From an optimization exercise on the open Yosys and OpenROAD flow, aimed at small area, a short achievable clock period and few clock cycles; shortcuts taken in it are not production practice. In this exercise RTL edits were held to simulation tests only and were not proved equivalent to the original.

==> flow/design.v, too long to show whole: its modules and the start of the top module <==
// module gr_fa: 4 lines
// module gr_ha: 4 lines
// module hsv2rgb_stream: 812 lines
module hsv2rgb_stream (
    input  wire        clk,
    input  wire        rst,         
    input  wire        in_valid,
    output wire        in_ready,
    input  wire [23:0] in_hsv,      
    output reg         out_valid,
    input  wire        out_ready,
    output wire [31:0] out_rgba     
);
  // ...
==> flow/flow/run.sh <==
#!/bin/bash
# The standard layout, with: port buffers made of buf_2 cells; clock tree from
# clkbuf_4/clkbuf_8 with larger sink clusters and no dummy loads; repair_timing
# aiming for 11.9 ns of setup slack (at the design's clock period and constraints).
set -euo pipefail
bash standard.sh \
  "BUFFER_PORTS_ARGS=-buffer_cell sky130_fd_sc_hd__buf_2" \
  "CTS_ARGS=-sink_clustering_enable -repair_clock_nets -buf_list {sky130_fd_sc_hd__clkbuf_4 sky130_fd_sc_hd__clkbuf_8} -sink_clustering_size 30 -sink_clustering_max_diameter 80 -dont_use_dummy_load" \
  SETUP_SLACK_MARGIN=11.9 finish > standard_flow.log 2>&1
==> flow/standard.sh <==
#!/bin/bash
# synth_recipe.tcl (not shown) runs the flow's synth.tcl, then flattens the netlist and writes it again
# the make line also repeats each setting of config.mk as NAME=value (left out here)
make -C /OpenROAD-flow-scripts/flow DESIGN_CONFIG=/design/flow/config.mk WORK_HOME=/design/flow/orfs CLKGATE_MAP_FILE= SYNTH_SCRIPT=/design/flow/synth_recipe.tcl "${@:-finish}"
==> flow/config.mk <==
export PLATFORM = sky130hd
export DESIGN_NAME = hsv2rgb_stream
export DESIGN_NICKNAME = hsv2rgb_stream
export VERILOG_FILES = /design/flow/design.v
export SDC_FILE = /design/flow/constraint.sdc
export NUM_CORES = 4
export LEC_CHECK = 0
export CAP_MARGIN = 5
export CORE_MARGIN = 2
export CORE_UTILIZATION = 65
export CTS_BUF_LIST = sky130_fd_sc_hd__clkbuf_4 sky130_fd_sc_hd__clkbuf_8
export PLACE_DENSITY = 0.75
export SLEW_MARGIN = 5
export TNS_END_PERCENT = 10
==> flow/constraint.sdc <==
create_clock -name core_clock -period 17.0 [get_ports {clk}]
set_input_delay 3.4000 -clock core_clock [delete_from_list [all_inputs] [get_ports {clk}]]
set_output_delay 3.4000 -clock core_clock [all_outputs]
set_load 0.01 [all_outputs]
==> summary.txt, run 1 <==
Run status
  • Run status: no timing/DRC/antenna violations

Critical path
  • Crit path DAT: 5.36 ns
  • CP Depth: 16
  • CP cell instances: and2_1 > fa_1 > fa_1 > inv_1 > fa_1 > inv_1 > fa_1 > ha_4 > a21o_1 > a21o_1 > a221oi_4 > o221ai_2 > and4_4 > nor4_4 > nor2_1 > o31a_1
  • Crit end category: flop
  • Reg2reg end: b1_q[7]
  • Critical-path top delay cell: fa_1

Finish
  • Seq cells: 118
  • Finished Core Util: 0.723
  • Layout Cell Area excl Fill: 16300 sq um
  • Non-filler cells, final: 2000
  • Clock Buffer Count: 17
  • Area of the multi-input gates: 10600 sq um

Logic synthesis
  • Yosys cell types: 76
  • Post-Synthesis Cells: 1651
  • Post-Synthesis Mean Instance Area: 9.03 sq um
  • Commonest cells in the netlist: 233 x inv_1, 207 x nand2_1, 193 x and2_1
  • Sequential area share after synthesis: 0.219

Global route
  • GRT met3 Usage: 0.0487
  • Tot GR Track Use: 0.302
  • Vias in the first global route: 12000
  • Largest net degree at the start of global routing: 49
  • First-pass GRT wire length: 58100 um
  • Total congestion overflow: 0
  • GRT Max-Usage Layer: met2

Drt
  • Initial DRC count: 776
  • Wire length on met1: 14300 um

STA
  • Hold Slack: 0.419 ns
  • Worst slew margin relative to its limit: 0.402
  • RSZ-0062 raised after global routing: true
  • Final Hold Fails: 0
  • Slew Viols, Final: 0

Floorplan
  • # IOs: 62
  • Tapcell Cnt: 285

Placed design
  • GPL Wtd Cong: 0.890
  • DP Worst Slack: 11.01 ns
  • Hpwl dp: 24700 um

Min path
  • Hold Path Origin: v1_q[6]
Testbench counts, summed over its fixed seeds: cycles 32,024.
==> inputs of run 2 (changes only) <==
--- a/flow/config.mk
+++ b/flow/config.mk
@@ -11,4 +11,5 @@
 export CTS_BUF_LIST = sky130_fd_sc_hd__clkbuf_4 sky130_fd_sc_hd__clkbuf_8
 export PLACE_DENSITY = 0.75
 export SLEW_MARGIN = 5
+export SYNTH_HIERARCHICAL = 1
 export TNS_END_PERCENT = 10
==> summary.txt, run 2 <==
Run status
  • Run status: no timing/DRC/antenna violations

Global route
  • Vias in the first global route: 11700 (-2.4%)
  • First-pass GRT wire length: 59500 um (+2.4%)
  • Initial antenna violation count: 0
  • Total congestion overflow: 0 (unchanged)
  • Largest net degree at the start of global routing: 64 (+31%)
  • Tot GR Track Use: 0.318 (+0.0165)

STA
  • Final Cycle Share: 0.303
  • Hold Slack: 0.413 ns (-0.00647 ns)
  • Min cycle time layout: 5.15 ns
  • Setup TNS: 0 ns
  • Final Hold Fails: 0 (unchanged)
  • Worst-margin pin slew: 0.827 ns
  • Fmax achieved: 0.194 GHz
  • Slew Viols, Final: 0 (unchanged)
  • Setup Viol. Count Final: 0
  • Worst setup margin: 11.85 ns
  • Worst clock skew: 0.0375 ns
  • RSZ-0062 raised after global routing: true
  • Worst slew margin relative to its limit: 0.449 (+0.0463)

Drt
  • Routed vias: 11500
  • Routed wire length: 36200 um
  • Vias per cell: 6.33
  • Max Used Layer: met4
  • DR WL/cell: 20.0 um
  • Met2 WL: 17700 um
  • Pre-antenna DRT Iters: 8
  • Initial DRC count: 915 (+18%)
  • DRC: 0
  • Wire length on met1: 15000 um (+4.9%)
  • Met3 wire len: 2240 um
  • Routed Antenna Nets: 0

Floorplan
  • Core area: 22000 sq um
  • Die height: 154 um
  • Row count: 54
  • Die ar.: 23700 sq um
  • # IOs: 62 (unchanged)
  • Die W: 154 um
  • Initial Util: 0.665

Finish
  • Layout cells sized above 1: 0.124
  • Biggest regs: out_rgb (24), sk_rgb (24)
  • Layout Cell Area excl Fill: 15900 sq um (-2.7%)
  • Commonest cells after routing, fill and taps aside: 310 x and2_1, 192 x fa_1, 101 x ha_1
  • Nets: 1859
  • # diodes: 0
  • Syn-to-layout area delta: 8.73%
  • Most common cell after layout, fill and taps aside: and2_1

CTS
  • CTS max path bufs: 2
  • Clk latency of the worst-skew pair: 0.46 ns
  • Clock sink count: 118
  • CTS Buf Count: 17
  • Root cell of the clock tree: clkbuf_8
  • Htree depth: 4
  • CTS clock-pin slew for the worst setup and hold paths: 0.09 ns
  • CTS tree: done
  • CTS Hold Buffers Added: 0

Placed design
  • DP Worst Slack: 11.27 ns (+0.265 ns)
  • Port Buffer Count: 53
  • Hpwl dp: 24900 um (+0.82%)
  • Cell Area, Placed: 15000 sq um
  • GPL Wtd Cong: 0.912 (+2.5%)

Critical path
  • Kind of critical path: input pin to flop
  • Kind of start point of the critical path: input pin
  • Crit path DAT: 5.36 ns (about the same)
  • Crit end category: flop
  • Crit Path Max Fanout: 5
  • Required time worst endpoint: 17.21 ns

Logic synthesis
  • Mux cell area share after synthesis: 0.0144
  • Top FF cell, synth: edfxtp_1
  • Post-synth EDFFs: 90
  • Yosys cell types: 78 (+2.6%)
  • Largest family of logic cells by synthesized area: adder cells
  • Post-Synth Adder-Cell Area: 0.354
  • Syn Std Cell Area: 14600 sq um
  • Post-Synth XOR/XNOR Area: 0.0192
  • Commonest cells in the netlist: 312 x and2_1, 192 x fa_1, 105 x ha_1
  • Post-Synthesis Mean Instance Area: 10.0 sq um (+11%)
  • Post-Synthesis Cells: 1459 (-12%)
  • Top cells by area, synth: fa_1 26%, edfxtp_1 18%, and2_1 13%, ha_1 9.0%, dfxtp_1 3.8%
  • Ys async rst share: 0
  • YS warnings: 7
  • Sequential area share after synthesis: 0.223 (+0.00444)
  • Post-synthesis compound-gate area fraction: 0.131
  • Post-synth top area cell: fa_1
  • Post-synthesis simple-gate area fraction: 0.227
  • Register bit count reported by yosys: 118
  • Most common cell in the netlist: and2_1
  • Top-area cell type share of the netlist area: 0.263

Flow run
  • Maxcap violations: 0

Min path
  • Worst Hold Class: flop to flop
==> run 2: changes by cell type in the layout (fill, tap and decap cells not counted), moves of 6 or more <==
cell      delta
inv_1      -204
o31ai_1     +11
and2_1     +119
nand2_1    -107
buf_4       -14
a21oi_1      -8
fa_1         +6
o21a_1       +9
o221ai_1     +6
or2_2        +8
==> run 2: Yosys stat by module (local to each module, per instance) <==
module | flops+latches | times used
hsv2rgb_stream | 118 | 1
gr_fa | 0 | 192
gr_ha | 0 | 32
==> run 2: layer usage <==
layer / track usage / vias up
li1: - / 5224
met1: 0.417 / 5696
met2: 0.533 / 458
met3: 0.0581 / 84
met4: 0.121 / 0
met5: 0 / -
==> run 2: timing repair <==
action                                  in CTS  in global routing
gates cloned                                 0                  0
endpoints found under the hold margin        0                  0
endpoints found under the setup margin      27                 33
pin swaps                                    0                  3
resized for setup                            4                 20
buffers inserted                            36                 24
==> run 2: cells by family after synthesis <==
family | Yosys count
AND/OR/NAND/NOR | 602
adder cells (fa/ha/maj) | 298
AO/OA/AOI/OAI | 282
flip-flops | 118
buffers and inverters | 109
XOR/XNOR | 32
multiplexers | 17
other | 1
==> run 2: final cells by class <==
class | instances | area, sq um
Sequential cell | 118 | 3260
Fill cell | 1656 | 6070
Tap cell | 280 | 350
Timing Repair Buffer | 118 | 805
Inverter | 35 | 140
Multi-Input combinational cell | 1244 | 11100
Clock buffer | 17 | 234
==> run 2: through the flow <==
step,utilization,std cells
finish,0.723,1812
CTS,0.710,1788
global route,0.723,1812
floorplan,-,1471
global placement,0.685,1735
detailed placement,0.685,1735
==> run 2: final timing paths <==
| kind | start | to | slack, ns | depth (start not counted) |
|---|---|---|---|---|
| setup / recovery | in_hsv[16] | b0_q[1] | 11.85 | 9 |
| hold / removal | v1_q[4] | v2_q[4] | 0.41 | 0 |
| setup reg to reg | b0_q[0] | b1_q[7] | 11.93 | 13 |
| hold reg to reg | v1_q[4] | v2_q[4] | 0.41 | 0 |
==> run 2: critical path: stages <==
cell and delay, ns:
buf_2 0.15, clkinvlp_4 0.13, ha_4 0.24, or2_4 0.27, and3_4 0.18, a21o_1 0.18, o21ai_2 0.20, mux2i_1 0.12
mux4_2 0.47
==> inputs of run 3 (changes only) <==
==> flow/flow/run.sh (replaced) <==
#!/bin/bash
# The standard layout, with: port buffers made of buf_2 cells; clock tree from
# clkbuf_4/clkbuf_8 with larger sink clusters and no dummy loads; repair_timing
# aiming for 11.5 ns of setup slack (at the design's clock period and constraints).
set -euo pipefail
bash standard.sh \
  "BUFFER_PORTS_ARGS=-buffer_cell sky130_fd_sc_hd__buf_2" \
  "CTS_ARGS=-sink_clustering_enable -repair_clock_nets -buf_list {sky130_fd_sc_hd__clkbuf_4 sky130_fd_sc_hd__clkbuf_8} -sink_clustering_size 30 -sink_clustering_max_diameter 80 -dont_use_dummy_load" \
  SETUP_SLACK_MARGIN=11.5 finish > standard_flow.log 2>&1
--- a/flow/config.mk
+++ b/flow/config.mk
@@ -12,4 +12,3 @@
 export PLACE_DENSITY = 0.75
 export SLEW_MARGIN = 5
 export SYNTH_HIERARCHICAL = 1
-export TNS_END_PERCENT = 10
==> summary.txt, run 3 <==
Run status
  • Run status: no timing/DRC/antenna violations

Critical path
  • Crit path DAT: 5.53 ns (+0.17 ns)
  • Required time worst endpoint: 17.20 ns (about the same)
  • Kind of start point of the critical path: input pin
  • Crit Path Max Fanout: 9 (+4)
  • Kind of critical path: input pin to flop
  • Crit end category: flop

Finish
  • Finished Core Util: 0.701 (-0.0227)
  • Nets: 1817 (-2.3%)
  • Biggest regs: out_rgb (24), sk_rgb (24)
  • Layout cells sized above 1: 0.0839 (-0.0401)
  • Syn-to-layout area delta: 5.32%
  • # diodes: 0 (unchanged)
  • Commonest cells after routing, fill and taps aside: 312 x and2_1, 192 x fa_1, 104 x ha_1
  • Layout Cell Area excl Fill: 15400 sq um (-3.1%)
  • Non-filler cells, final: 1770 (-2.3%)
  • Most common cell after layout, fill and taps aside: and2_1

Global route
  • First-pass GRT wire length: 57200 um (-3.8%)
  • Tot GR Track Use: 0.302 (-0.0160)
  • Initial antenna violation count: 0 (unchanged)
  • Total congestion overflow: 0 (unchanged)
  • Largest net degree at the start of global routing: 73 (+14%)
  • Vias in the first global route: 11400 (-2.5%)

Floorplan
  • Core area: 22000 sq um (unchanged)
  • # IOs: 62 (unchanged)
  • Initial Util: 0.665 (unchanged)
  • Die height: 154 um (unchanged)
  • Die W: 154 um (unchanged)
  • Die ar.: 23700 sq um (unchanged)
  • Row count: 54 (unchanged)

Placed design
  • DP Worst Slack: 11.16 ns (-0.113 ns)
  • Port Buffer Count: 53 (unchanged)
  • GPL Wtd Cong: 0.918 (+0.66%)
  • Dpl cells: 1736 (+0.058%)
  • Hpwl dp: 24600 um (-1.5%)
  • Cell Area, Placed: 15000 sq um (-0.22%)

Logic synthesis
  • Commonest cells in the netlist: 312 x and2_1, 192 x fa_1, 105 x ha_1
  • Syn Std Cell Area: 14600 sq um (unchanged)
  • Post-Synthesis Cells: 1459 (unchanged)
  • Top-area cell type share of the netlist area: 0.263 (unchanged)
  • Post-synth top area cell: fa_1
  • Post-synth EDFFs: 90 (unchanged)
  • Top FF cell, synth: edfxtp_1
  • Register bit count reported by yosys: 118 (unchanged)
  • Post-Synthesis Mean Instance Area: 10.0 sq um (unchanged)
  • Most common cell in the netlist: and2_1
  • Ys async rst share: 0 (unchanged)
  • Yosys cell types: 78 (unchanged)
  • Sequential area share after synthesis: 0.223 (unchanged)
  • YS warnings: 7 (unchanged)
  • Top cells by area, synth: fa_1 26%, edfxtp_1 18%, and2_1 13%, ha_1 9.0%, dfxtp_1 3.8%

STA
  • Setup Viol. Count Final: 0 (unchanged)
  • Setup TNS: 0 ns (unchanged)
  • Worst setup margin: 11.67 ns (-0.178 ns)
  • Worst clock skew: 0.0253 ns (-0.0122 ns)
  • Final Cycle Share: 0.313 (+0.0105)
  • Final Hold Fails: 0 (unchanged)
  • Worst-margin pin slew: 0.965 ns (+0.138 ns)
  • Hold Slack: 0.412 ns (-0.000682 ns)
  • RSZ-0062 raised after global routing: true
  • Slew Viols, Final: 0 (unchanged)
  • Fmax achieved: 0.188 GHz (-3.3%)
  • Worst slew margin relative to its limit: 0.356 (-0.0921)
  • Min cycle time layout: 5.33 ns (+0.178 ns)

CTS
  • CTS tree: done
  • Clock sink count: 118 (unchanged)
  • CTS max path bufs: 2 (unchanged)
  • CTS clock-pin slew for the worst setup and hold paths: 0.08 ns (about the same)
  • Clk latency of the worst-skew pair: 0.45 ns (about the same)
  • CTS Buf Count: 17 (unchanged)
  • Root cell of the clock tree: clkbuf_8
  • Htree depth: 4 (unchanged)

Drt
  • Routed vias: 11200 (-2.7%)
  • Routed Antenna Nets: 0 (unchanged)
  • Routed wire length: 35000 um (-3.3%)
  • Vias per cell: 6.30 (-0.35%)
  • Initial DRC count: 844 (-7.8%)
  • DRC: 0 (unchanged)
  • DR WL/cell: 19.8 um (-1.0%)
  • Pre-antenna DRT Iters: 6 (-2)

Min path
  • Worst Hold Class: flop to flop

Flow run
  • Maxcap violations: 0 (unchanged)
==> run 3: cell counts after synthesis <==
Identical to the previous run, type by type.
==> run 3: Yosys stat by module, one instance, submodules excluded <==
module	area, sq um	cells	copies in the design	flip-flops and latches
hsv2rgb_stream	10400	1235	1	118
gr_fa	20.0	1	192	0
gr_ha	12.5	1	32	0
==> run 3: final timing paths <==
path | start | end | slack, ns | cells past startpoint
max | in_hsv[17] | b0_q[1] | 11.67 | 8
max reg2reg | s_q[0] | r1_q[7] | 11.67 | 13
min reg2reg | v1_q[4] | v2_q[4] | 0.41 | 0
min | v1_q[4] | v2_q[4] | 0.41 | 0
==> run 3: cell families (layout without fill, tap and decap cells) <==
logic type               Yosys count  count (layout)  synth area share
adder cells (fa/ha/maj)          298             298             0.354
other                              1              13          0.000257
flip-flops                       118             118             0.223
AO/OA/AOI/OAI                    282             282             0.131
AND/OR/NAND/NOR                  602             602             0.227
buffers and inverters            109             128            0.0308
multiplexers                      17              17            0.0144
XOR/XNOR                          32              32            0.0192
==> run 3: layer usage <==
layer  share of wire  wire length (um)  global-route usage
met3           0.063              2190              0.0417
met2            0.49             17100               0.515
met4           0.025               875              0.0859
met5               0                 0                   0
met1            0.42             14800               0.409
==> run 3: critical path: stages <==
cell and delay [ns]:
buf_2 0.17, inv_1 0.10, ha_2 0.37, nand2b_1 0.15, a21oi_1 0.13, o32ai_1 0.54
mux2i_1 0.19, mux4_2 0.48
==> run 3: cell type report <==
cell class                 instances  area [sq um]
sequential                       118          3260
fill                            1695          6570
inverter                          35           131
multi-input combinational       1244         11000
tap                              280           350
timing repair buffer              76           453
clock buffer                      17           234
==> run 3: what timing repair did <==
item | in CTS | in global routing
setup endpoints to repair | 0 | 13
buffers inserted | 0 | 17
resized for setup | 0 | 3
hold endpoints to repair | 0 | 0
hold buffers | 0 | 0
==> inputs of run 4 (changes only) <==
==> flow/flow/run.sh (replaced) <==
#!/bin/bash
# The standard layout, with: port buffers made of buf_2 cells; clock tree from
# clkbuf_4/clkbuf_8 with larger sink clusters and no dummy loads; repair_timing
# aiming for 12.3 ns of setup slack (at the design's clock period and constraints).
set -euo pipefail
bash standard.sh \
  "BUFFER_PORTS_ARGS=-buffer_cell sky130_fd_sc_hd__buf_2" \
  "CTS_ARGS=-sink_clustering_enable -repair_clock_nets -buf_list {sky130_fd_sc_hd__clkbuf_4 sky130_fd_sc_hd__clkbuf_8} -sink_clustering_size 30 -sink_clustering_max_diameter 80 -dont_use_dummy_load" \
  SETUP_SLACK_MARGIN=12.3 finish > standard_flow.log 2>&1
--- a/flow/config.mk
+++ b/flow/config.mk
@@ -12,3 +12,4 @@
 export PLACE_DENSITY = 0.75
 export SLEW_MARGIN = 5
 export SYNTH_HIERARCHICAL = 1
+export TNS_END_PERCENT = 0
==> summary.txt, run 4 <==
Run status
  • Run status: no timing/DRC/antenna violations

Finish
  • Commonest cells after routing, fill and taps aside: 309 x and2_1, 191 x fa_1, 96 x nand2_1, 96 x ha_1, 90 x edfxtp_1
  • FILL cells: 1610 (-5.0%)
  • Nets: 1877 (+3.3%)
  • # diodes: 0 (unchanged)
  • Most common cell after layout, fill and taps aside: and2_1
  • Layout cells sized above 1: 0.146 (+0.0619)
  • Biggest regs: out_rgb (24), sk_rgb (24)
  • Non-filler cells, final: 1830 (+3.4%)
  • Syn-to-layout area delta: 10.6%

Logic synthesis
  • Commonest cells in the netlist: 312 x and2_1, 192 x fa_1, 105 x ha_1
  • Post-synth top area cell: fa_1
  • Top FF cell, synth: edfxtp_1
  • Syn Std Cell Area: 14600 sq um (unchanged)
  • Ys async rst share: 0 (unchanged)
  • Post-synth EDFFs: 90 (unchanged)
  • Post-Synthesis Mean Instance Area: 10.0 sq um (unchanged)
  • Yosys cell types: 78 (unchanged)
  • Top-area cell type share of the netlist area: 0.263 (unchanged)
  • Most common cell in the netlist: and2_1
  • Post-Synthesis Cells: 1459 (unchanged)
  • YS warnings: 7 (unchanged)
  • Top cells by area, synth: fa_1 26%, edfxtp_1 18%, and2_1 13%, ha_1 9.0%, dfxtp_1 3.8%
  • Register bit count reported by yosys: 118 (unchanged)
  • Sequential area share after synthesis: 0.223 (unchanged)

STA
  • Worst-margin pin slew: 0.840 ns (-0.125 ns)
  • Slew Viols, Final: 0 (unchanged)
  • Setup Viol. Count Final: 0 (unchanged)
  • RSZ-0062 raised after global routing: true
  • Min cycle time layout: 5.02 ns (-0.313 ns)
  • Worst slew margin relative to its limit: 0.440 (+0.0833)
  • Hold Slack: 0.410 ns (-0.00196 ns)
  • Worst clock skew: 0.0351 ns (+0.00979 ns)
  • Setup TNS: 0 ns (unchanged)
  • Final Cycle Share: 0.295 (-0.0184)
  • Final Hold Fails: 0 (unchanged)
  • Fmax achieved: 0.199 GHz (+6.2%)

Critical path
  • Crit Path Max Fanout: 5 (-4)
  • Crit end category: flop
  • Crit path DAT: 5.22 ns (-0.31 ns)
  • Setup crit start: in_hsv[16]
  • Worst R2R Start: b0_q[4]
  • Required time worst endpoint: 17.21 ns (about the same)
  • Kind of start point of the critical path: input pin
  • Kind of critical path: input pin to flop

Global route
  • Largest net degree at the start of global routing: 64 (-12%)
  • First-pass GRT wire length: 60400 um (+5.6%)
  • Tot GR Track Use: 0.324 (+0.0219)
  • Initial antenna violation count: 0 (unchanged)
  • Total congestion overflow: 0 (unchanged)
  • Vias in the first global route: 11800 (+3.7%)

CTS
  • Clk latency of the worst-skew pair: 0.46 ns (about the same)
  • CTS Hold Buffers Added: 0 (unchanged)
  • CTS max path bufs: 2 (unchanged)
  • CTS Buf Count: 17 (unchanged)
  • CTS clock-pin slew for the worst setup and hold paths: 0.09 ns (about the same)
  • Root cell of the clock tree: clkbuf_8
  • Htree depth: 4 (unchanged)
  • Clock sink count: 118 (unchanged)
  • CTS tree: done

Floorplan
  • # IOs: 62 (unchanged)
  • Die height: 154 um (unchanged)
  • Row count: 54 (unchanged)
  • Initial Util: 0.665 (unchanged)
  • Core area: 22000 sq um (unchanged)
  • Die W: 154 um (unchanged)
  • Die ar.: 23700 sq um (unchanged)

Drt
  • Pre-antenna DRT Iters: 8 (+2)
  • Vias per cell: 6.40 (+1.5%)
  • Initial DRC count: 941 (+11%)
  • DR WL/cell: 20.3 um (+2.8%)
  • Routed wire length: 37200 um (+6.3%)
  • Routed Antenna Nets: 0 (unchanged)
  • DRC: 0 (unchanged)
  • Routed vias: 11700 (+4.9%)

Placed design
  • Dpl cells: 1735 (-0.058%)
  • Hpwl dp: 24900 um (+1.5%)
  • Port Buffer Count: 53 (unchanged)
  • GPL Wtd Cong: 0.912 (-0.65%)

Min path
  • Worst Hold Class: flop to flop
  • Hold Path Origin: v1_q[6]

Flow run
  • Maxcap violations: 0 (unchanged)
==> run 4: path summary, 6_finish.rpt <==
| kind | endpoint | slack, ns | depth (start not counted) |
|---|---|---|---|
| setup / recovery | b0_q[1] | 11.98 | 9 |
| hold / removal | v2_q[6] | 0.41 | 0 |
| hold reg to reg | v2_q[6] | 0.41 | 0 |
| setup reg to reg | b1_q[7] | 12.04 | 13 |
==> run 4: metal layers <==
metal / global-route usage / vias to the layer above / part of all wire
li1: - / 5251 / -
met1: 0.425 / 5778 / 0.40
met2: 0.548 / 565 / 0.49
met3: 0.0496 / 110 / 0.072
met4: 0.126 / 0 / 0.038
met5: 0 / - / 0
==> run 4: per-module statistics from Yosys (local to each module, per instance) <==
module | area (sq um) | copies in the design
hsv2rgb_stream | 10400 | 1
gr_fa | 20.0 | 192
gr_ha | 12.5 | 32
==> run 4: logic make-up after synthesis <==
| family | after synthesis | share of synthesized area |
|---|---|---|
| flip-flops | 118 | 0.223 |
| other | 1 | 0.000257 |
| buffers and inverters | 109 | 0.0308 |
| AO/OA/AOI/OAI | 282 | 0.131 |
| adder cells (fa/ha/maj) | 298 | 0.354 |
| multiplexers | 17 | 0.0144 |
| AND/OR/NAND/NOR | 602 | 0.227 |
| XOR/XNOR | 32 | 0.0192 |
==> run 4: area by class of cell <==
class,count,area (sq um),area share
sequential,118,3260,0.202
multi-input combinational,1244,11200,0.694
clock buffer,17,234,0.0145
timing repair buffer,136,951,0.0589
tap,280,350,0.0217
inverter,35,140,0.00867
==> run 4: critical path: stages <==
cell	delay [ns]
buf_8	0.08
clkinvlp_4	0.10
ha_4	0.25
or2_4	0.25
and3_4	0.19
a21o_1	0.17
o21ai_2	0.18
mux2i_1	0.13
mux4_2	0.47
==> run 4: what timing repair did <==
action | in CTS | in global routing
setup endpoints to repair | 69 | 67
cloned | 0 | 0
pin swaps | 8 | 10
setup buffers | 61 | 17
resized for setup | 26 | 34
==> run 4: per-stage QoR <==
| step | utilization | cell area [sq um] | setup WS (ns) |
|---|---|---|---|
| after global routing | 0.736 | 16200 | 11.93 |
| after detailed placement | 0.685 | 15000 | 11.27 |
| final | 0.736 | 16200 | 11.98 |
| after floorplan | - | 14700 | 11.71 |
| after global placement | 0.685 | 15000 | 11.35 |
| after CTS | 0.723 | 15900 | 12.02 |
==> inputs of run 5 (changes only) <==
==> flow/flow/run.sh (replaced) <==
#!/bin/bash
# The standard layout, with: port buffers made of buf_2 cells; clock tree from
# clkbuf_4/clkbuf_8 with larger sink clusters and no dummy loads; repair_timing
# aiming for 12.15 ns of setup slack (at the design's clock period and constraints).
set -euo pipefail
bash standard.sh \
  "BUFFER_PORTS_ARGS=-buffer_cell sky130_fd_sc_hd__buf_2" \
  "CTS_ARGS=-sink_clustering_enable -repair_clock_nets -buf_list {sky130_fd_sc_hd__clkbuf_4 sky130_fd_sc_hd__clkbuf_8} -sink_clustering_size 30 -sink_clustering_max_diameter 80 -dont_use_dummy_load" \
  SETUP_SLACK_MARGIN=12.15 finish > standard_flow.log 2>&1
==> summary.txt, run 5 <==
STA
  • Final Hold Fails: 0 (unchanged)
  • Worst clock skew: 0.0351 ns (unchanged)
  • Fmax achieved: 0.199 GHz (unchanged)
  • Final Cycle Share: 0.295 (unchanged)
  • Setup TNS: 0 ns (unchanged)
  • Worst slew margin relative to its limit: 0.440 (unchanged)
  • RSZ-0062 raised after global routing: true
  • Setup Viol. Count Final: 0 (unchanged)
  • Slew Viols, Final: 0 (unchanged)
  • Min cycle time layout: 5.02 ns (unchanged)
  • Worst-margin pin slew: 0.840 ns (unchanged)

Floorplan
  • Row count: 54 (unchanged)
  • Die ar.: 23700 sq um (unchanged)
  • Core area: 22000 sq um (unchanged)
  • Initial Util: 0.665 (unchanged)
  • Die W: 154 um (unchanged)
  • Die height: 154 um (unchanged)
  • # IOs: 62 (unchanged)

Logic synthesis
  • Syn Std Cell Area: 14600 sq um (unchanged)
  • Commonest cells in the netlist: 312 x and2_1, 192 x fa_1, 105 x ha_1
  • Yosys cell types: 78 (unchanged)
  • Sequential area share after synthesis: 0.223 (unchanged)
  • Post-synth top area cell: fa_1
  • Top cells by area, synth: fa_1 26%, edfxtp_1 18%, and2_1 13%, ha_1 9.0%, dfxtp_1 3.8%
  • YS warnings: 7 (unchanged)
  • Register bit count reported by yosys: 118 (unchanged)
  • Top FF cell, synth: edfxtp_1
  • Post-Synthesis Cells: 1459 (unchanged)
  • Most common cell in the netlist: and2_1
  • Post-Synthesis Mean Instance Area: 10.0 sq um (unchanged)
  • Post-synth EDFFs: 90 (unchanged)
  • Ys async rst share: 0 (unchanged)
  • Top-area cell type share of the netlist area: 0.263 (unchanged)

Placed design
  • GPL Wtd Cong: 0.912 (unchanged)
  • Port Buffer Count: 53 (unchanged)
  • Dpl cells: 1735 (unchanged)
  • Hpwl dp: 24900 um (unchanged)

Min path
  • Worst Hold Class: flop to flop

Drt
  • Routed wire length: 37200 um (unchanged)
  • DR WL/cell: 20.3 um (unchanged)
  • Routed vias: 11700 (unchanged)
  • DRC: 0 (unchanged)
  • Routed Antenna Nets: 0 (unchanged)
  • Pre-antenna DRT Iters: 8 (unchanged)
  • Initial DRC count: 941 (unchanged)
  • Vias per cell: 6.40 (unchanged)

Run status
  • Run status: no timing/DRC/antenna violations

Critical path
  • Kind of critical path: input pin to flop
  • Crit path DAT: 5.22 ns (about the same)
  • Reg2Reg Setup Slack: 12.04 ns (about the same)
  • Kind of start point of the critical path: input pin
  • Required time worst endpoint: 17.21 ns (about the same)
  • Crit Path Max Fanout: 5 (unchanged)
  • Crit end category: flop

CTS
  • CTS max path bufs: 2 (unchanged)
  • CTS tree: done
  • Htree depth: 4 (unchanged)
  • Root cell of the clock tree: clkbuf_8
  • Clk latency of the worst-skew pair: 0.46 ns (about the same)
  • CTS clock-pin slew for the worst setup and hold paths: 0.09 ns (about the same)
  • CTS Buf Count: 17 (unchanged)
  • Clock sink count: 118 (unchanged)

Finish
  • Syn-to-layout area delta: 10.6% (unchanged)
  • Non-filler cells, final: 1830 (unchanged)
  • # diodes: 0 (unchanged)
  • Nets: 1877 (unchanged)
  • Reg area: 3260 sq um (unchanged)
  • Layout cells sized above 1: 0.146 (unchanged)
  • Commonest cells after routing, fill and taps aside: 309 x and2_1, 191 x fa_1, 96 x nand2_1, 96 x ha_1, 90 x edfxtp_1
  • Most common cell after layout, fill and taps aside: and2_1
  • Area of the multi-input gates: 11200 sq um (unchanged)
  • Biggest regs: out_rgb (24), sk_rgb (24)
  • FILL cells: 1610 (unchanged)

Global route
  • Largest net degree at the start of global routing: 64 (unchanged)
  • First-pass GRT wire length: 60400 um (unchanged)
  • Initial antenna violation count: 0 (unchanged)
  • Tot GR Track Use: 0.324 (unchanged)
  • Total congestion overflow: 0 (unchanged)
  • Vias in the first global route: 11800 (unchanged)

Flow run
  • Maxcap violations: 0 (unchanged)
[run 5: cell counts in the layout (fill, tap and decap cells not counted)]
No cell type changed its count.
[run 5: Yosys stat by module, one instance, submodules excluded]
module | cells inside | area (sq um) | flops+latches | copies in the design
gr_fa | 1 | 20.0 | 0 | 192
gr_ha | 1 | 12.5 | 0 | 32
hsv2rgb_stream | 1235 | 10400 | 118 | 1
[run 5: through the flow]
step | setup slack, ns | util | hold WS (ns) | cell area, sq um
after floorplan | 11.71 | - | 0.400 | 14700
after global placement | 11.35 | 0.685 | 0.402 | 15000
after detailed placement | 11.27 | 0.685 | 0.406 | 15000
after CTS | 12.02 | 0.723 | 0.417 | 15900
after global routing | 11.93 | 0.736 | 0.420 | 16200
final | 11.98 | 0.736 | 0.410 | 16200
[run 5: worst paths after layout]
kind / startpoint / to / cells past startpoint
hold reg to reg: v1_q[6] / v2_q[6] / 0
setup reg to reg: b0_q[4] / b1_q[7] / 13
hold / removal: v1_q[6] / v2_q[6] / 0
setup / recovery: in_hsv[16] / b0_q[1] / 9
[run 5: final cells by class]
type,count,area share
tap,280,0.0217
multi-input combinational,1244,0.694
timing repair buffer,136,0.0589
clock buffer,17,0.0145
inverter,35,0.00867
sequential,118,0.202
[run 5: logic make-up after synthesis]
kind of cell,count (synthesis),synth area share
AO/OA/AOI/OAI,282,0.131
AND/OR/NAND/NOR,602,0.227
multiplexers,17,0.0144
other,1,0.000257
XOR/XNOR,32,0.0192
buffers and inverters,109,0.0308
adder cells (fa/ha/maj),298,0.354
flip-flops,118,0.223
[run 5: worst max-delay path, cell delays in order]
cell and delay [ns]:
buf_8 0.08, clkinvlp_4 0.10, ha_4 0.25, or2_4 0.25, and3_4 0.19, a21o_1 0.17, o21ai_2 0.18, mux2i_1 0.13
mux4_2 0.47
[run 5: what timing repair did]
item	CTS	global route
hold buffers	0	0
resized for setup	26	34
cloned	0	0
pin swaps	8	10
endpoints found under the setup margin	55	52
buffers inserted	61	17
[run 5: routing by layer]
layer,GRT usage,wire [um],part of all wire
met5,0,0,0
met3,0.0496,2680,0.072
met2,0.548,18300,0.49
met4,0.126,1410,0.038
met1,0.425,14800,0.40
==> inputs of run 6 (changes only) <==
==> flow/flow/run.sh (replaced) <==
#!/bin/bash
# The standard layout, with: port buffers made of buf_2 cells; clock tree from
# clkbuf_4/clkbuf_8 with larger sink clusters and no dummy loads; repair_timing
# aiming for 12.0 ns of setup slack (at the design's clock period and constraints).
set -euo pipefail
bash standard.sh \
  "BUFFER_PORTS_ARGS=-buffer_cell sky130_fd_sc_hd__buf_2" \
  "CTS_ARGS=-sink_clustering_enable -repair_clock_nets -buf_list {sky130_fd_sc_hd__clkbuf_4 sky130_fd_sc_hd__clkbuf_8} -sink_clustering_size 30 -sink_clustering_max_diameter 80 -dont_use_dummy_load" \
  SETUP_SLACK_MARGIN=12.0 SETUP_MOVE_SEQUENCE=unbuffer,sizeup,swap,clone finish > standard_flow.log 2>&1
==> summary.txt, run 6 <==
Drt
  • Routed Antenna Nets: 0 (unchanged)
  • DR WL/cell: 19.5 um (-4.2%)
  • DRC: 0 (unchanged)
  • Pre-antenna DRT Iters: 6 (-2)
  • Vias per cell: 6.34 (-0.89%)
  • Routed vias: 11100 (-5.1%)
  • Initial DRC count: 822 (-13%)
  • Routed wire length: 34100 um (-8.2%)

CTS
  • CTS tree: done
  • Clock sink count: 118 (unchanged)
  • CTS Buf Count: 17 (unchanged)
  • Htree depth: 4 (unchanged)
  • Root cell of the clock tree: clkbuf_8
  • CTS clock-pin slew for the worst setup and hold paths: 0.06 ns (-0.03 ns)
  • Clk latency of the worst-skew pair: 0.46 ns (about the same)
  • CTS max path bufs: 2 (unchanged)

Global route
  • Vias in the first global route: 11500 (-3.0%)
  • Total congestion overflow: 0 (unchanged)
  • Initial antenna violation count: 0 (unchanged)
  • First-pass GRT wire length: 57500 um (-4.8%)
  • Tot GR Track Use: 0.305 (-0.0193)
  • Largest net degree at the start of global routing: 64 (unchanged)

Critical path
  • Crit end category: flop
  • Crit path DAT: 5.40 ns (+0.18 ns)
  • Worst r2r path cells: 13 (unchanged)
  • Reg2Reg Setup Slack: 11.78 ns (-0.26 ns)
  • Worst R2R Start: s_q[7]
  • Required time worst endpoint: 17.18 ns (-0.03 ns)
  • Kind of start point of the critical path: flop
  • Reg2reg end: b1_q[7]
  • Crit Path Max Fanout: 24 (+19)
  • Kind of critical path: flop to flop

Finish
  • Finished Core Util: 0.708 (-0.0275)
  • Biggest regs: out_rgb (24), sk_rgb (24)
  • Commonest cells after routing, fill and taps aside: 303 x and2_1, 189 x fa_1, 97 x nand2_1, 97 x ha_1, 90 x edfxtp_1
  • Syn-to-layout area delta: 6.44%
  • # diodes: 0 (unchanged)
  • Nets: 1799 (-4.2%)
  • Layout cells sized above 1: 0.105 (-0.0405)
  • Most common cell after layout, fill and taps aside: and2_1

Floorplan
  • Core area: 22000 sq um (unchanged)
  • Row count: 54 (unchanged)
  • Die ar.: 23700 sq um (unchanged)
  • Initial Util: 0.665 (unchanged)
  • Die W: 154 um (unchanged)
  • # IOs: 62 (unchanged)
  • Die height: 154 um (unchanged)

Logic synthesis
  • Yosys cell types: 78 (unchanged)
  • Register bit count reported by yosys: 118 (unchanged)
  • Top-area cell type share of the netlist area: 0.263 (unchanged)
  • Sequential area share after synthesis: 0.223 (unchanged)
  • YS warnings: 7 (unchanged)
  • Top cells by area, synth: fa_1 26%, edfxtp_1 18%, and2_1 13%, ha_1 9.0%, dfxtp_1 3.8%
  • Ys async rst share: 0 (unchanged)
  • Syn Std Cell Area: 14600 sq um (unchanged)
  • Post-synth EDFFs: 90 (unchanged)
  • Post-Synthesis Mean Instance Area: 10.0 sq um (unchanged)
  • Commonest cells in the netlist: 312 x and2_1, 192 x fa_1, 105 x ha_1
  • Post-synth top area cell: fa_1
  • Top FF cell, synth: edfxtp_1
  • Post-Synthesis Cells: 1459 (unchanged)
  • Most common cell in the netlist: and2_1

Placed design
  • Hpwl dp: 24900 um (unchanged)
  • Port Buffer Count: 53 (unchanged)
  • GPL Wtd Cong: 0.912 (unchanged)

STA
  • RSZ-0062 raised after global routing: true
  • Final Hold Fails: 0 (unchanged)
  • Setup TNS: 0 ns (unchanged)
  • Worst slew margin relative to its limit: 0.379 (-0.0612)
  • Setup Viol. Count Final: 0 (unchanged)
  • Final Cycle Share: 0.307 (+0.0121)
  • Slew Viols, Final: 0 (unchanged)
  • Worst clock skew: 0.0353 ns (+0.000232 ns)
  • Worst-margin pin slew: 0.932 ns (+0.0917 ns)
  • Fmax achieved: 0.192 GHz (-3.9%)
  • Min cycle time layout: 5.22 ns (+0.206 ns)

Min path
  • Hold Path Origin: v1_q[4]
  • Worst hold path depth: 0 (unchanged)
  • Worst hold endpoint: v2_q[4]
  • Worst Hold Class: flop to flop

Run status
  • Run status: no timing/DRC/antenna violations

Flow run
  • Maxcap violations: 0 (unchanged)
[run 6: timing repair]
item / 4_1_cts / 5_1_grt
pin swaps: 15 / 20
hold buffers: 0 / 0
endpoints found under the setup margin: 44 / 66
gates resized for setup: 29 / 22
setup buffers: 0 / 0
[run 6: metal layers]
metal	part of all wire	vias up	global-route usage	wire [um]
li1	-	5094	-	-
met1	0.42	5530	0.409	14400
met2	0.50	406	0.516	16900
met3	0.055	75	0.0462	1860
met4	0.028	0	0.0992	952
met5	0	-	0	0
[run 6: critical path: stages (launching register included)]
cell	delay, ns
edfxtp_1	0.93
and2_4	0.28
fa_1	0.41
fa_1	0.58
fa_1	0.45
fa_1	0.55
ha_4	0.33
nand3_4	0.09
or2_4	0.27
o311ai_4	0.10
o31a_4	0.21
a21oi_4	0.06
or4_1	0.48
a31o_1	0.23
[run 6: worst max path at each step]
stage,startpoint,endpoint,slack [ns],depth (start not counted)
after global routing,v2_q[6],out_rgb[6],11.69,13
after CTS,s_q[7],b1_q[7],11.85,13
after detailed placement,in_hsv[16],b0_q[1],11.27,8
final,s_q[7],b1_q[7],11.78,13
after floorplan,in_hsv[16],b0_q[1],11.71,8
after global placement,in_hsv[20],b0_q[1],11.35,7
[run 6: per-module statistics from Yosys (local to each module, per instance)]
module / flops+latches / cells inside / area (sq um) / times used
gr_fa: 0 / 1 / 20.0 / 192
hsv2rgb_stream: 118 / 1235 / 10400 / 1
gr_ha: 0 / 1 / 12.5 / 32
[run 6: cells by family (layout without fill, tap and decap cells)]
family	after synthesis	in the layout	synth area share
AO/OA/AOI/OAI	282	282	0.131
XOR/XNOR	32	32	0.0192
adder cells (fa/ha/maj)	298	298	0.354
buffers and inverters	109	110	0.0308
flip-flops	118	118	0.223
multiplexers	17	17	0.0144
other	1	13	0.000257
AND/OR/NAND/NOR	602	602	0.227
[run 6: through the flow]
stage / instances / hold slack, ns / instance area (sq um) / worst slack [ns]
after floorplan: 1471 / 0.400 / 14700 / 11.71
final: 1752 / 0.413 / 15500 / 11.78
after global routing: 1752 / 0.422 / 15500 / 11.69
after global placement: 1735 / 0.402 / 15000 / 11.35
after CTS: 1752 / 0.417 / 15400 / 11.85
after detailed placement: 1735 / 0.406 / 15000 / 11.27
[run 6: area by class of cell]
| type | instances | area [sq um] |
|---|---|---|
| Sequential cell | 118 | 3260 |
| Clock buffer | 17 | 234 |
| Fill cell | 1702 | 6410 |
| Multi-Input combinational cell | 1244 | 11300 |
| Inverter | 35 | 136 |
| Timing Repair Buffer | 58 | 310 |
| Tap cell | 280 | 350 |
==> inputs of run 7 (changes only) <==
--- a/flow/flow/run.sh
+++ b/flow/flow/run.sh
@@ -6,4 +6,4 @@
 bash standard.sh \
   "BUFFER_PORTS_ARGS=-buffer_cell sky130_fd_sc_hd__buf_2" \
   "CTS_ARGS=-sink_clustering_enable -repair_clock_nets -buf_list {sky130_fd_sc_hd__clkbuf_4 sky130_fd_sc_hd__clkbuf_8} -sink_clustering_size 30 -sink_clustering_max_diameter 80 -dont_use_dummy_load" \
-  SETUP_SLACK_MARGIN=12.0 SETUP_MOVE_SEQUENCE=unbuffer,sizeup,swap,clone finish > standard_flow.log 2>&1
+  SETUP_SLACK_MARGIN=12.0 finish > standard_flow.log 2>&1
==> summary.txt, run 7 <==
Run status
  • Run status: no timing/DRC/antenna violations

Global route
  • First-pass GRT wire length: 59400 um (+3.2%)
  • Initial antenna violation count: 0 (unchanged)
  • Total congestion overflow: 0 (unchanged)
  • Tot GR Track Use: 0.318 (+0.0132)
  • Largest net degree at the start of global routing: 64 (unchanged)
  • Vias in the first global route: 11700 (+1.7%)

CTS
  • CTS Buf Count: 17 (unchanged)
  • Clock sink count: 118 (unchanged)
  • CTS Hold Buffers Added: 0 (unchanged)
  • CTS tree: done
  • Htree depth: 4 (unchanged)
  • CTS clock-pin slew for the worst setup and hold paths: 0.09 ns (+0.03 ns)
  • Root cell of the clock tree: clkbuf_8
  • CTS max path bufs: 2 (unchanged)
  • Clk latency of the worst-skew pair: 0.46 ns (about the same)

Drt
  • Routed wire length: 36400 um (+6.8%)
  • Initial DRC count: 986 (+20%)
  • DR WL/cell: 20.0 um (+2.8%)
  • Routed Antenna Nets: 0 (unchanged)
  • Vias per cell: 6.29 (-0.70%)
  • DRC: 0 (unchanged)
  • Routed vias: 11500 (+3.2%)
  • Pre-antenna DRT Iters: 7 (+1)

Critical path
  • Top cell family by delay on the critical path: multiplexers
  • Required time worst endpoint: 17.21 ns (+0.03 ns)
  • Reg2Reg Setup Slack: 12.00 ns (+0.22 ns)
  • Kind of start point of the critical path: input pin
  • Worst path max stage delay: 0.47 ns (-0.46 ns)
  • Crit end category: flop
  • Crit path DAT: 5.24 ns (-0.16 ns)
  • Kind of critical path: input pin to flop
  • Worst Path Buf+Inv: 2 (+2)
  • Critical-path top delay cell: mux4_2
  • CP cell instances: buf_8 > clkinvlp_4 > ha_4 > or2_4 > and3_4 > a21o_1 > o21ai_2 > mux2i_1 > mux4_2
  • Crit Path Max Fanout: 5 (-79%)

Finish
  • Biggest regs: out_rgb (24), sk_rgb (24)
  • Finished Core Util: 0.731 (+0.0225)
  • Most common cell after layout, fill and taps aside: and2_1
  • Commonest cells after routing, fill and taps aside: 306 x and2_1, 190 x fa_1, 97 x nand2_1
  • Syn-to-layout area delta: 9.82%
  • # diodes: 0 (unchanged)
  • Nets: 1868 (+3.8%)
  • Layout cells sized above 1: 0.140 (+0.0349)
  • Layout Cell Area excl Fill: 16000 sq um (+3.2%)

Min path
  • Worst Hold Class: flop to flop

Floorplan
  • # IOs: 62 (unchanged)
  • Die ar.: 23700 sq um (unchanged)
  • Row count: 54 (unchanged)
  • Die height: 154 um (unchanged)
  • Initial Util: 0.665 (unchanged)
  • Core area: 22000 sq um (unchanged)
  • Die W: 154 um (unchanged)

STA
  • Worst setup margin: 11.97 ns (+0.188 ns)
  • Worst-margin pin slew: 0.835 ns (-0.0968 ns)
  • RSZ-0062 raised after global routing: true
  • Final Cycle Share: 0.296 (-0.0111)
  • Final Hold Fails: 0 (unchanged)
  • Slew Viols, Final: 0 (unchanged)
  • Worst slew margin relative to its limit: 0.443 (+0.0645)
  • Worst clock skew: 0.0370 ns (+0.00171 ns)
  • Setup Viol. Count Final: 0 (unchanged)
  • Fmax achieved: 0.199 GHz (+3.7%)
  • Setup TNS: 0 ns (unchanged)
  • Min cycle time layout: 5.03 ns (-0.188 ns)

Placed design
  • Port Buffer Count: 53 (unchanged)
  • GPL Wtd Cong: 0.912 (unchanged)
  • Cell Area, Placed: 15000 sq um (unchanged)
  • DP Worst Slack: 11.27 ns (unchanged)
  • Hpwl dp: 24900 um (unchanged)

Flow run
  • Maxcap violations: 0 (unchanged)

Logic synthesis
  • Register bit count reported by yosys: 118 (unchanged)
  • Top-area cell type share of the netlist area: 0.263 (unchanged)
  • Top cells by area, synth: fa_1 26%, edfxtp_1 18%, and2_1 13%, ha_1 9.0%, dfxtp_1 3.8%
  • Yosys cell types: 78 (unchanged)
  • Top FF cell, synth: edfxtp_1
  • Ys async rst share: 0 (unchanged)
  • YS warnings: 7 (unchanged)
  • Most common cell in the netlist: and2_1
  • Post-synth EDFFs: 90 (unchanged)
  • Syn Std Cell Area: 14600 sq um (unchanged)
  • Post-synth top area cell: fa_1
  • Commonest cells in the netlist: 312 x and2_1, 192 x fa_1, 105 x ha_1
  • Post-Synthesis Mean Instance Area: 10.0 sq um (unchanged)
  • Post-Synthesis Cells: 1459 (unchanged)
  • Sequential area share after synthesis: 0.223 (unchanged)
## run 7: final timing paths
kind	start	end	cells after the start
max	in_hsv[16]	b0_q[1]	9
min	v1_q[6]	v2_q[6]	0
max reg2reg	b0_q[4]	b1_q[7]	13
min reg2reg	v1_q[6]	v2_q[6]	0
## run 7: what timing repair did
item / 4_1_cts / 5_1_grt
pin swaps: 0 / 14
endpoints found under the hold margin: 0 / 0
endpoints found under the setup margin: 44 / 47
resized for setup: 6 / 45
buffers inserted: 33 / 36
## run 7: layout make-up
class	count	area, sq um
Inverter	35	143
Tap cell	280	350
Clock buffer	17	234
Sequential cell	118	3260
Multi-Input combinational cell	1244	11200
Fill cell	1632	5910
Timing Repair Buffer	127	882
## run 7: logic make-up (layout without fill, tap and decap cells)
group	after synthesis	count (layout)	share of synthesized area
buffers and inverters	109	179	0.0308
multiplexers	17	17	0.0144
other	1	13	0.000257
AO/OA/AOI/OAI	282	282	0.131
flip-flops	118	118	0.223
AND/OR/NAND/NOR	602	602	0.227
adder cells (fa/ha/maj)	298	298	0.354
XOR/XNOR	32	32	0.0192
## run 7: worst reg2reg max path, delay by kind of cell, from the launching register on
family	cells	cell delay, ns
flip-flops	1	0.54
adder cells (fa/ha/maj)	5	2.41
AO/OA/AOI/OAI	4	0.60
AND/OR/NAND/NOR	4	1.17
## run 7: metal layers
metal  GRT usage  part of all wire  up-vias
met5           0                 0        -
met4       0.122             0.033        0
met3      0.0575             0.067       84
met2       0.531              0.49      491
met1       0.418              0.41     5650
li1            -                 -     5236
## run 7: Yosys stat by module, one instance, submodules excluded
module,area (sq um),flops+latches,cells inside
hsv2rgb_stream,10400,118,1235
gr_fa,20.0,0,1
gr_ha,12.5,0,1
## run 7: stage by stage
| step | hold slack, ns | cells |
|---|---|---|
| finish | 0.413 | 1821 |
| global route | 0.422 | 1821 |
| CTS | 0.417 | 1785 |
| detailed placement | 0.406 | 1735 |
| global placement | 0.402 | 1735 |
| floorplan | 0.400 | 1471 |

==> what the ideal ports hide <==
In the flow no input, the clock included, has a driving cell. The finished layouts below were timed again as built, in two steps. Step 1 (the two cells are an assumption about what drives the block):
set clk [get_ports {clk}]
set_driving_cell -lib_cell sky130_fd_sc_hd__clkbuf_16 $clk
set_driving_cell -lib_cell sky130_fd_sc_hd__buf_2 [delete_from_list [all_inputs] $clk]
Step 2 adds t to the input delays and takes it off the output delays; t is the mean of the earliest and latest rising clock arrival at the registers after step 1. Input paths then give back, and output paths get back, about the clock's delay inside the block. Three values: ideal, step 1, step 2; two values: the first two.
| run | t (ns) | slack for setup (ns) | pins driven straight from the clock port |
|---|---|---|---|
| run 1 | 0.481 | 11.823 / 11.823 / 11.433 | 1 |
| run 2 | 0.478 | 11.849 / 11.865 / 11.388 | 1 |
| run 3 | 0.484 | 11.671 / 11.672 / 11.209 | 1 |
| run 4 | 0.479 | 11.984 / 11.963 / 11.485 | 1 |
| run 5 | 0.479 | 11.984 / 11.963 / 11.485 | 1 |
| run 6 | 0.477 | 11.778 / 11.778 / 11.376 | 1 |
| run 7 | 0.480 | 11.966 / 11.954 / 11.475 | 1 |
After both steps setup and hold are still met in every run listed.
